What follows belongs to an exercise in optimizing a design on an open flow for small area, a short achievable clock period and few clock cycles per item; a production flow would make more cautious choices. At most, simulation tests tie the RTL to the original design; equivalence was not proved. Power is estimated from default activity; no workload was simulated.

Design lora_rx_decoder, start of the top module:
module lora_rx_decoder (
    input  wire        clk,
    input  wire        rst,           
    input  wire        start,
    input  wire [3:0]  cfg_sf,        
    input  wire [3:0]  cfg_ppm,       
    input  wire [2:0]  cfg_rdd,       
    input  wire        cfg_explicit,  
    input  wire        sym_valid,
    output wire        sym_ready,
    input  wire [15:0] sym_data,
    output wire        out_valid,
    input  wire        out_ready,
    output wire [7:0]  out_data
);
    reg  [3:0]  sh;                   
    reg  [3:0]  sf;                   
    reg  [3:0]  pm1;                  
    reg  [2:0]  rdd;
    reg         expl;
    reg         in_v;
    reg  [11:0] in_u;                 
    reg  [11:0] sb [0:7];
    reg  [2:0]  m;                    
    reg  [2:0]  r;                    
    reg         ld_hdr;               
    reg         sb_full;
    reg         first_x;              
    reg  [11:0] cb [0:7];
    reg  [3:0]  j;                    
    reg         cw_v;
    reg         cw_hdr;
    reg         q_v;
    reg  [7:0]  q_cw;
    reg  [3:0]  q_key;
    reg         q_hdr;
    reg         ov;
    reg  [5:0]  od;
    reg  [7:0]  s;
    reg         widx;
    wire [3:0] ppm_eff = (cfg_ppm == 4'd0) ? cfg_sf : cfg_ppm;
    wire a_free  = ~ov | out_ready;
    wire q_adv   = q_v & a_free;
    wire qfree   = ~q_v | q_adv;
    wire take    = cw_v & qfree;
    wire cw_last = (j == pm1);
    wire xfer    = sb_full & ~cw_v;
    wire take0   = xfer & qfree;
    wire tk      = take | take0;
  ...
export LEC_CHECK = 0
export ABC_AREA = 1
export CAP_MARGIN = 20
export CORE_MARGIN = 2
export CORE_UTILIZATION = 40
export CTS_BUF_LIST = sky130_fd_sc_hd__clkbuf_8
export CTS_CLUSTER_DIAMETER = 60
export CTS_CLUSTER_SIZE = 16
export PLACE_DENSITY = 0.7
export SETUP_SLACK_MARGIN = 5
export SLEW_MARGIN = 20
create_clock -name core_clock -period 9.0 [get_ports {clk}]
standard.sh (not shown) runs the stock make flow with config.mk's settings and CLKGATE_MAP_FILE= SYNTH_SCRIPT=/design/flow/synth_recipe.tcl, a recipe that flattens the netlist after the stock synthesis.
==> flow/flow/run.sh <==
#!/bin/bash
# The standard layout (standard.sh: standard synthesis and ORFS flow) with:
#  - resizing not tied to the cell footprint;
#  - the port buffers made with buf_2 cells.
bash standard.sh SETUP_SLACK_MARGIN=6.0 MATCH_CELL_FOOTPRINT=0 \
    'BUFFER_PORTS_ARGS=-buffer_cell sky130_fd_sc_hd__buf_2' finish > standard.log 2>&1
The baseline went through all stages and came out clean.
Testbench counts at the start, summed over its fixed seeds: cycles 7,995, bytes 6,173.
Then changed:
==> flow/flow/run.sh (replaced) <==
#!/bin/bash
bash standard.sh 'SETUP_SLACK_MARGIN=6.1' 'MATCH_CELL_FOOTPRINT=0' 'BUFFER_PORTS_ARGS=-buffer_cell sky130_fd_sc_hd__buf_1' 'CTS_BUF_LIST=sky130_fd_sc_hd__clkbuf_8' 'CTS_CLUSTER_SIZE=16' 'CTS_CLUSTER_DIAMETER=60' 'ABC_AREA=1' finish > standard.log 2>&1
Settings changed: ABC_AREA 1 to default, CTS_BUF_LIST sky130_fd_sc_hd__clkbuf_8 to default, CTS_CLUSTER_DIAMETER 60 to default, CTS_CLUSTER_SIZE 16 to default, PLACE_DENSITY 0.7 to default, SETUP_SLACK_MARGIN 5 to default.
Result:
- The new run finished clean
- via count is about the same
- synthesized area does not change
- global-route usage rises by 0.51 points
- flip-flop and latch count stays the same
- first-iteration DRC count rises by about 20%
- combinational power rises by about 4%

---

## JK
lora_rx_decoder, a different RTL version from the one above (not shown whole).
Size in the first run: roughly 1100 cells after synthesis, about 43 I/O pins, ~12000 µm² of cells after synthesis.
// lora_rx_decoder
module lora_rx_decoder (
    input  wire        clk,
    input  wire        rst,           
    input  wire        start,
    input  wire [3:0]  cfg_sf,        
    input  wire [3:0]  cfg_ppm,       
    input  wire [2:0]  cfg_rdd,       
    input  wire        cfg_explicit,  
    input  wire        sym_valid,
    output wire        sym_ready,
    input  wire [15:0] sym_data,
    output wire        out_valid,
    input  wire        out_ready,
    output wire [7:0]  out_data
);
export LEC_CHECK = 0
export CAP_MARGIN = 20
export CORE_MARGIN = 2
export CORE_UTILIZATION = 40
export SLEW_MARGIN = 20
create_clock -name core_clock -period 9.0 [get_ports {clk}]
==> flow/flow/run.sh <==
#!/bin/bash
bash standard.sh 'SETUP_SLACK_MARGIN=6.2' 'MATCH_CELL_FOOTPRINT=0' 'BUFFER_PORTS_ARGS=-buffer_cell sky130_fd_sc_hd__buf_2' 'CTS_BUF_LIST=sky130_fd_sc_hd__clkbuf_8' 'CTS_CLUSTER_SIZE=16' 'CTS_CLUSTER_DIAMETER=60' 'ABC_AREA=1' 'CAP_MARGIN=10' 'SLEW_MARGIN=10' finish > standard.log 2>&1
Testbench counts of JK, summed over its fixed seeds: cycles 8,128, bytes 6,173.
### JK -> MS
==> flow/flow/run.sh <==
#!/bin/bash
bash standard.sh 'SETUP_SLACK_MARGIN=6.0' 'MATCH_CELL_FOOTPRINT=0' 'BUFFER_PORTS_ARGS=-buffer_cell sky130_fd_sc_hd__buf_2' 'CTS_BUF_LIST=sky130_fd_sc_hd__clkbuf_16' 'CTS_CLUSTER_SIZE=24' 'CTS_CLUSTER_DIAMETER=80' finish > standard.log 2>&1
--- outcome ---
Compared with JK, MS shows final standard cell area without fillers that has gone up slightly. Comparing total power for MS and JK, the bigger number came from MS. From JK to MS the numbers moved as follows: worst-case clock skew has decreased, clock-buffer cell count shows a reduction of 7, wire length on met2 down 10%, per-instance average area after synthesis grew by 3.2 µm². A combinational family with the most area after synthesis of compound AO/OA/AOI/OAI gates is what MS shows, while simple AND/OR/NAND/NOR gates belongs to JK.

---

Another version of the RTL of lora_rx_decoder (not shown whole).
Size: roughly 270 flip-flops, about 43 I/O pins, ~12000 um^2 of cells after synthesis.
==> flow/config.mk <==
export PLATFORM = sky130hd
export DESIGN_NAME = lora_rx_decoder
export DESIGN_NICKNAME = lora_rx_decoder
export VERILOG_FILES = /design/flow/design.v
export SDC_FILE = /design/flow/constraint.sdc
export NUM_CORES = 4
export LEC_CHECK = 0
export CAP_MARGIN = 20
export CORE_MARGIN = 2
export CORE_UTILIZATION = 40
export SLEW_MARGIN = 20
==> flow/constraint.sdc <==
create_clock -name core_clock -period 9.0 [get_ports {clk}]
set_input_delay 1.8000 -clock core_clock [delete_from_list [all_inputs] [get_ports {clk}]]
set_output_delay 1.8000 -clock core_clock [all_outputs]
set_load 0.01 [all_outputs]
==> flow/flow/run.sh <==
#!/bin/bash
bash standard.sh 'SETUP_SLACK_MARGIN=6.2' 'MATCH_CELL_FOOTPRINT=0' 'BUFFER_PORTS_ARGS=-buffer_cell sky130_fd_sc_hd__buf_2' 'CTS_BUF_LIST=sky130_fd_sc_hd__clkbuf_8' 'CTS_CLUSTER_SIZE=16' 'CTS_CLUSTER_DIAMETER=60' 'ABC_AREA=1' finish > standard.log 2>&1
The starting point completed with no timing, DRC or antenna violations.
Edit:
==> flow/flow/run.sh (replaced) <==
#!/bin/bash
bash standard.sh 'SETUP_SLACK_MARGIN=6.0' 'MATCH_CELL_FOOTPRINT=0' 'BUFFER_PORTS_ARGS=-buffer_cell sky130_fd_sc_hd__buf_2' 'CTS_BUF_LIST=sky130_fd_sc_hd__clkbuf_8' 'CTS_CLUSTER_SIZE=16' 'CTS_CLUSTER_DIAMETER=60' 'ABC_AREA=1' finish > standard.log 2>&1
Outcome: The changed run ran to the end with no violations. Power went down by about 6%. Worst setup slack is worse by 0.028 ns. Routed wire length came out lower by about 6%.
No functional check of the RTL was part of any run of this note.

port drivers added, routing unchanged:
Ports are ideal in the flow. The routed layouts listed here were re-timed in OpenROAD.
Step 1 sets driving cells, clkbuf_16 on the clock port and buf_2 on the other inputs (assumed; they add their load-dependent delay and slew).
Step 2 adds t to the input delays and takes it off the output delays; t is the mean of the earliest and latest rising clock arrival at the registers after step 1. Input paths then give back, and output paths get back, about the clock's delay inside the block.
Slacks: ideal ports / drivers / drivers and shift; pairs: ideal ports / drivers.
| run | shift t [ns] | setup slack, ns | worst register clock-pin slew, ns | pins driven straight from the clock port |
|---|---|---|---|---|
| the first run of note 1 | 0.594 | 6.127 / 6.079 / 5.563 | 0.11 / 0.11 | 1 |
| the second run of note 1 | 0.595 | 6.076 / 6.032 / 5.644 | 0.10 / 0.10 | 1 |
| JK | 0.587 | 6.121 / 6.075 / 5.583 | 0.10 / 0.10 | 1 |
| MS | 0.532 | 6.014 / 6.024 / 5.492 | 0.09 / 0.09 | 1 |
| the first run of note 3 | 0.602 | 6.122 / 6.077 / 5.685 | 0.10 / 0.10 | 1 |
| the second run of note 3 | 0.585 | 6.094 / 6.083 / 5.526 | 0.10 / 0.10 | 1 |
After both steps setup and hold are still met in every run listed. The setup slack of the second run of note 3, which loses most, moves by -0.011 ns with the drivers and by -0.568 ns with both steps.
